From an optimization exercise on the open Yosys and OpenROAD flow, aimed at small area; shortcuts taken in it are not production practice.
The RTL was checked by simulation tests, not by an equivalence proof against the original design.
Power figures rest on the tool's default switching activity, not on a simulated workload.

==> flow/design.v <==
module am2302_decoder (
    input  wire        clk,
    input  wire        rst_i,
    input  wire        line_i,
    output wire        line_drive_low_o,
    input  wire [31:0] now_ms_i,
    input  wire        reg_we_i,
    input  wire [2:0]  reg_addr_i,
    input  wire [31:0] reg_wdata_i,
    output reg  [31:0] reg_rdata_o,
    output wire        busy_o,
    output wire        done_o
);
    reg [3:0]  st;
    reg [10:0] cnt;
    reg        ge48;
    reg [5:0]  bit_idx;
    reg [38:0] frame;
    reg [31:0] last_ms;
    reg        attempted;
    reg [14:0] hum;
    reg [15:0] temp;
    reg        valid;
    reg [3:0]  result;
    reg        done;
    reg        cmd_err;
    reg        raw_v;
    reg [15:0] raw_hum;
    reg [15:0] raw_temp;
    reg [7:0]  raw_ck;
    integer i;
    reg [7:0] ck_s1, ck_c1, ck_s2, ck_c2, calc_ck;
    reg       ck_cy;
    always @(*) begin
        ck_s1 = raw_hum[15:8] ^ raw_hum[7:0] ^ raw_temp[15:8];
        ck_c1 = {(raw_hum[14:8] & raw_hum[6:0]) | (raw_hum[14:8] & raw_temp[14:8]) |
                 (raw_hum[6:0] & raw_temp[14:8]), 1'b0};
        ck_s2 = ck_s1 ^ ck_c1 ^ raw_temp[7:0];
        ck_c2 = {(ck_s1[6:0] & ck_c1[6:0]) | (ck_s1[6:0] & raw_temp[6:0]) |
                 (ck_c1[6:0] & raw_temp[6:0]), 1'b0};
        ck_cy = 1'b0;
        for (i = 0; i < 8; i = i + 1) begin
            calc_ck[i] = ck_s2[i] ^ ck_c2[i] ^ ck_cy;
            ck_cy = (ck_s2[i] & ck_c2[i]) | (ck_s2[i] & ck_cy) | (ck_c2[i] & ck_cy);
        end
    end
    wire s_ready = (st == 4'd0);
    wire s_rate  = ~st[3] & ~st[2] & ~st[1] & st[0];
    wire s_idle  = ~st[2] & st[1] & ~st[0];
    wire s_start = ~st[2] & st[1] & st[0];
    wire s_ackl  = st[2] & ~st[1] & ~st[0];
    wire s_ackh  = st[2] & ~st[1] & st[0];
    wire s_sync  = st[2] & st[1] & ~st[0];
    wire s_high  = st[2] & st[1] & st[0];
    assign line_drive_low_o = s_start;
    assign busy_o           = ~s_ready;
    assign done_o           = done;
    always @(*) begin
        case (reg_addr_i)
            3'd1:    reg_rdata_o = {10'b0, bit_idx, st, result, 3'b0,
                                    attempted, cmd_err, valid, done, busy_o};
            3'd2:    reg_rdata_o = valid ? {temp, 1'b0, hum} : 32'b0;
            3'd3:    reg_rdata_o = raw_v ? {raw_temp, raw_hum} : 32'b0;
            3'd4:    reg_rdata_o = raw_v ? {16'b0, calc_ck, raw_ck} : 32'b0;
            3'd5:    reg_rdata_o = attempted ? last_ms : 32'b0;
            default: reg_rdata_o = 32'b0;
        endcase
    end
    wire t249  =  cnt[4] &  cnt[5] & ~cnt[6] &  cnt[7] & ~cnt[10];
    wire t1099 =  cnt[0] & ~cnt[1] &  cnt[2] & ~cnt[3] & ~cnt[4] & ~cnt[5] &
                  cnt[6] & ~cnt[7] &  cnt[9];
    wire t49   = ~cnt[3] &  cnt[4] & ~cnt[5];
    wire t99   = ~cnt[0] &  cnt[2] &  cnt[4] & ~cnt[5] & ~cnt[8];
    wire t47   = ~cnt[1] &  cnt[2] & ~cnt[3];
    wire bit_value = ge48;    
    wire idx40 = bit_idx[5] & bit_idx[3];
    reg [10:0] el;
    reg        bw;
    reg [20:0] hi_pre;
    reg        hi_p;
    always @(*) begin
        bw = 1'b0;
        el = 11'd0;
        for (i = 0; i < 4; i = i + 1)
            bw = (~now_ms_i[i] & last_ms[i]) | (~now_ms_i[i] & bw) | (last_ms[i] & bw);
        for (i = 4; i < 11; i = i + 1) begin
            el[i] = now_ms_i[i] ^ last_ms[i] ^ bw;
            bw    = (~now_ms_i[i] & last_ms[i]) | (~(now_ms_i[i] ^ last_ms[i]) & bw);
        end
        hi_p = 1'b1;
        for (i = 0; i < 21; i = i + 1) begin
            hi_pre[i] = hi_p;
            hi_p      = hi_p & last_ms[11+i];
        end
    end
    wire hi_zero = ((last_ms[31:11] ^ ({21{bw}} & hi_pre)) == now_ms_i[31:11]);
    wire el_ge   = ~hi_zero | (&el[10:6] & (el[5] | el[4]));
    wire rate_ok = !attempted || el_ge;
    reg [5:0]  idx_inc;
    reg        cy;
    always @(*) begin
        cy = 1'b1;
        for (i = 0; i < 6; i = i + 1) begin
            idx_inc[i] = bit_idx[i] ^ cy;
            cy = cy & bit_idx[i];
        end
    end
    reg [15:0] temp_rec;
    reg        nz;
    always @(*) begin
        nz = 1'b0;
        for (i = 0; i < 15; i = i + 1) begin
            temp_rec[i] = raw_temp[i] ^ nz;
            nz = nz | (raw_temp[15] & raw_temp[i]);
        end
        temp_rec[15] = nz;
    end
    wire ck_ok = (calc_ck == raw_ck);
    wire        ctrl_write = reg_we_i && (reg_addr_i == 3'd0);
    wire [1:0]  cmd        = reg_wdata_i[1:0];
    wire ev   = (s_idle | s_ackh | s_high) ? line_i : ~line_i;    
    wire tout = (s_idle & t249) | (s_ackl & t49) | ((s_ackh | s_sync | s_high) & t99);
    wire load_ms = (ctrl_write & (cmd == 2'd2) & s_ready) | (s_rate & rate_ok);
    always @(posedge clk) begin
        if (s_rate || ((s_idle | st[2]) && ev) || (s_start && t1099) || tout)
            cnt <= 11'd0;
        else
            cnt <= {cnt[9:0], ~(cnt[10] ^ cnt[8])};
        if (s_high)
            ge48 <= ge48 | (t47 & ~line_i);
        else
            ge48 <= 1'b0;
        if (s_high && line_i && !idx40)
            frame <= {frame[37:0], bit_value};
        if (load_ms)
            last_ms <= now_ms_i;
        if (st == 4'd8) begin
            raw_hum  <= frame[38:23];
            raw_temp <= frame[22:7];
            raw_ck   <= {frame[6:0], ge48};
        end
        if (st == 4'd9 && ck_ok) begin
            hum  <= raw_hum[14:0];
            temp <= temp_rec;
        end
        if (rst_i) begin
            st        <= 4'd0;
            bit_idx   <= 6'd0;
            attempted <= 1'b0;
            valid     <= 1'b0;
            result    <= 4'd0;
            done      <= 1'b0;
            cmd_err   <= 1'b0;
            raw_v     <= 1'b0;
        end else begin
            if (ctrl_write && cmd != 2'd0)
                cmd_err <= (cmd == 2'd3) | ~s_ready;
            if (load_ms)
                attempted <= 1'b1;
            case (st)
                4'd0: if (ctrl_write && cmd == 2'd1) begin
                    st   <= 4'd1;
                    done <= 1'b0;
                end
                4'd1: if (rate_ok) st <= 4'd2;
                      else begin st <= 4'd0; result <= 4'd2; done <= 1'b1; end
                4'd2: if (line_i) st <= 4'd3;
                      else if (t249) begin st <= 4'd0; result <= 4'd3; done <= 1'b1; end
                4'd3: if (t1099) st <= 4'd4;
                4'd4: if (!line_i) st <= 4'd5;
                      else if (t49) begin st <= 4'd0; result <= 4'd4; done <= 1'b1; end
                4'd5: if (line_i) begin st <= 4'd6; bit_idx <= 6'd0; end
                      else if (t99) begin st <= 4'd0; result <= 4'd5; done <= 1'b1; end
                4'd6: if (!line_i) st <= 4'd7;
                      else if (t99) begin st <= 4'd0; result <= 4'd6; done <= 1'b1; end
                4'd7: if (line_i) begin
                          if (idx40) st <= 4'd8;
                          else begin st <= 4'd6; bit_idx <= idx_inc; end
                      end else if (t99) begin st <= 4'd0; result <= 4'd7; done <= 1'b1; end
                4'd8: begin
                    raw_v <= 1'b1;
                    st    <= 4'd9;
                end
                4'd9: begin
                    if (ck_ok) begin
                        valid  <= 1'b1;
                        result <= 4'd1;
                    end else
                        result <= 4'd8;
                    st   <= 4'd0;
                    done <= 1'b1;
                end
                default: ;
            endcase
        end
    end
endmodule
clock: 10.0 ns
lec_check: 0
cap_margin: 0
core_margin: 2
core_utilization: 65
cts_buf_list: sky130_fd_sc_hd__clkbuf_8
slew_margin: 0
standard.sh (not shown) runs the stock make flow with config.mk's settings and CLKGATE_MAP_FILE= SYNTH_SCRIPT=/design/flow/synth_recipe.tcl, a recipe that flattens the netlist after the stock synthesis.
==> flow/flow/run.sh <==
#!/bin/bash
# The standard layout (standard.sh), with two changes:
#  * ABC maps the synthesized logic with flow/area.abc (an area-oriented
#    script) instead of ORFS's script; everything else in synthesis,
#    including the registers, is the standard flow's own synthesis script unchanged;
#  * the port buffers are made from the smallest buffer cell (buf_1).
# Each tool's output goes to the ORFS logs; make's output to flow.log.
set -euo pipefail
HERE=$(pwd)
ABC_SCRIPT="$HERE/flow/area.abc"
{
  head -n 1 synth_recipe.tcl
  echo "proc abc {args} { set i [lsearch \$args -script]; lset args [expr {\$i + 1}] $ABC_SCRIPT; yosys abc {*}\$args }"
  tail -n +2 synth_recipe.tcl
} > my_synth.tcl
sed "s#SYNTH_SCRIPT=[^ ]*#SYNTH_SCRIPT=$HERE/my_synth.tcl#" standard.sh > my_standard.sh
export BUFFER_PORTS_ARGS="-buffer_cell sky130_fd_sc_hd__buf_1"
bash my_standard.sh > flow.log 2>&1
==> flow/flow/area.abc <==
strash
dc2
&get -n
&dch -f
&nf -a -p -R 1000
&put
Then changed:
--- a/flow/design.v
+++ b/flow/design.v
@@ -15,7 +15,7 @@
     reg [10:0] cnt;
     reg        ge48;
     reg [5:0]  bit_idx;
-    reg [38:0] frame;
+    reg [39:0] frame;
     reg [31:0] last_ms;
     reg        attempted;
     reg [14:0] hum;
@@ -127,17 +127,17 @@
         else
             cnt <= {cnt[9:0], ~(cnt[10] ^ cnt[8])};
         if (s_high)
-            ge48 <= ge48 | (t47 & ~line_i);
+            ge48 <= ge48 | t47;
         else
             ge48 <= 1'b0;
-        if (s_high && line_i && !idx40)
-            frame <= {frame[37:0], bit_value};
+        if (s_high && line_i)
+            frame <= {frame[38:0], bit_value};
         if (load_ms)
             last_ms <= now_ms_i;
         if (st == 4'd8) begin
-            raw_hum  <= frame[38:23];
-            raw_temp <= frame[22:7];
-            raw_ck   <= {frame[6:0], ge48};
+            raw_hum  <= frame[39:24];
+            raw_temp <= frame[23:8];
+            raw_ck   <= frame[7:0];
         end
         if (st == 4'd9 && ck_ok) begin
             hum  <= raw_hum[14:0];
What happened: Clock skew barely changes; setup slack improved by 120 ps; sequential power increases by 2.5%; cell count hardly moves; via count decreases by about 1%; design area increases by 0.68%; total power increases by about 5%.

-- separate check: timing with driven ports --
The flow's constraints put no driver on any port. The routed layouts listed below were extracted and timed again, unchanged, in two steps.
Step 1, drivers: a clkbuf_16 drives clk and a buf_2 each remaining input, both assumed.
Step 2, shift: input delay + t, output delay - t, t = (earliest + latest rising clock arrival at the registers) / 2. This alone moves slack from input paths to output paths.
a / b / c = ideal ports / drivers / drivers and shift; a / b = the first two.
| run | t, ns | slack for setup (ns) | hold WS [ns] | latest minus earliest clock arrival (ns) | slew at the worst register clock pin (ns) |
|---|---|---|---|---|---|
| the first run | 0.491 | 0.597 / 0.608 / 0.117 | 0.427 / 0.427 / 0.427 | 0.012 / 0.011 | 0.09 / 0.09 |
| the second run | 0.496 | 0.713 / 0.719 / 0.223 | 0.440 / 0.440 / 0.440 | 0.011 / 0.011 | 0.10 / 0.10 |
After both steps setup and hold are still met in every run listed. For the second run, which loses most, drivers alone change the setup slack by +0.006 ns; drivers and shift together by -0.490 ns.
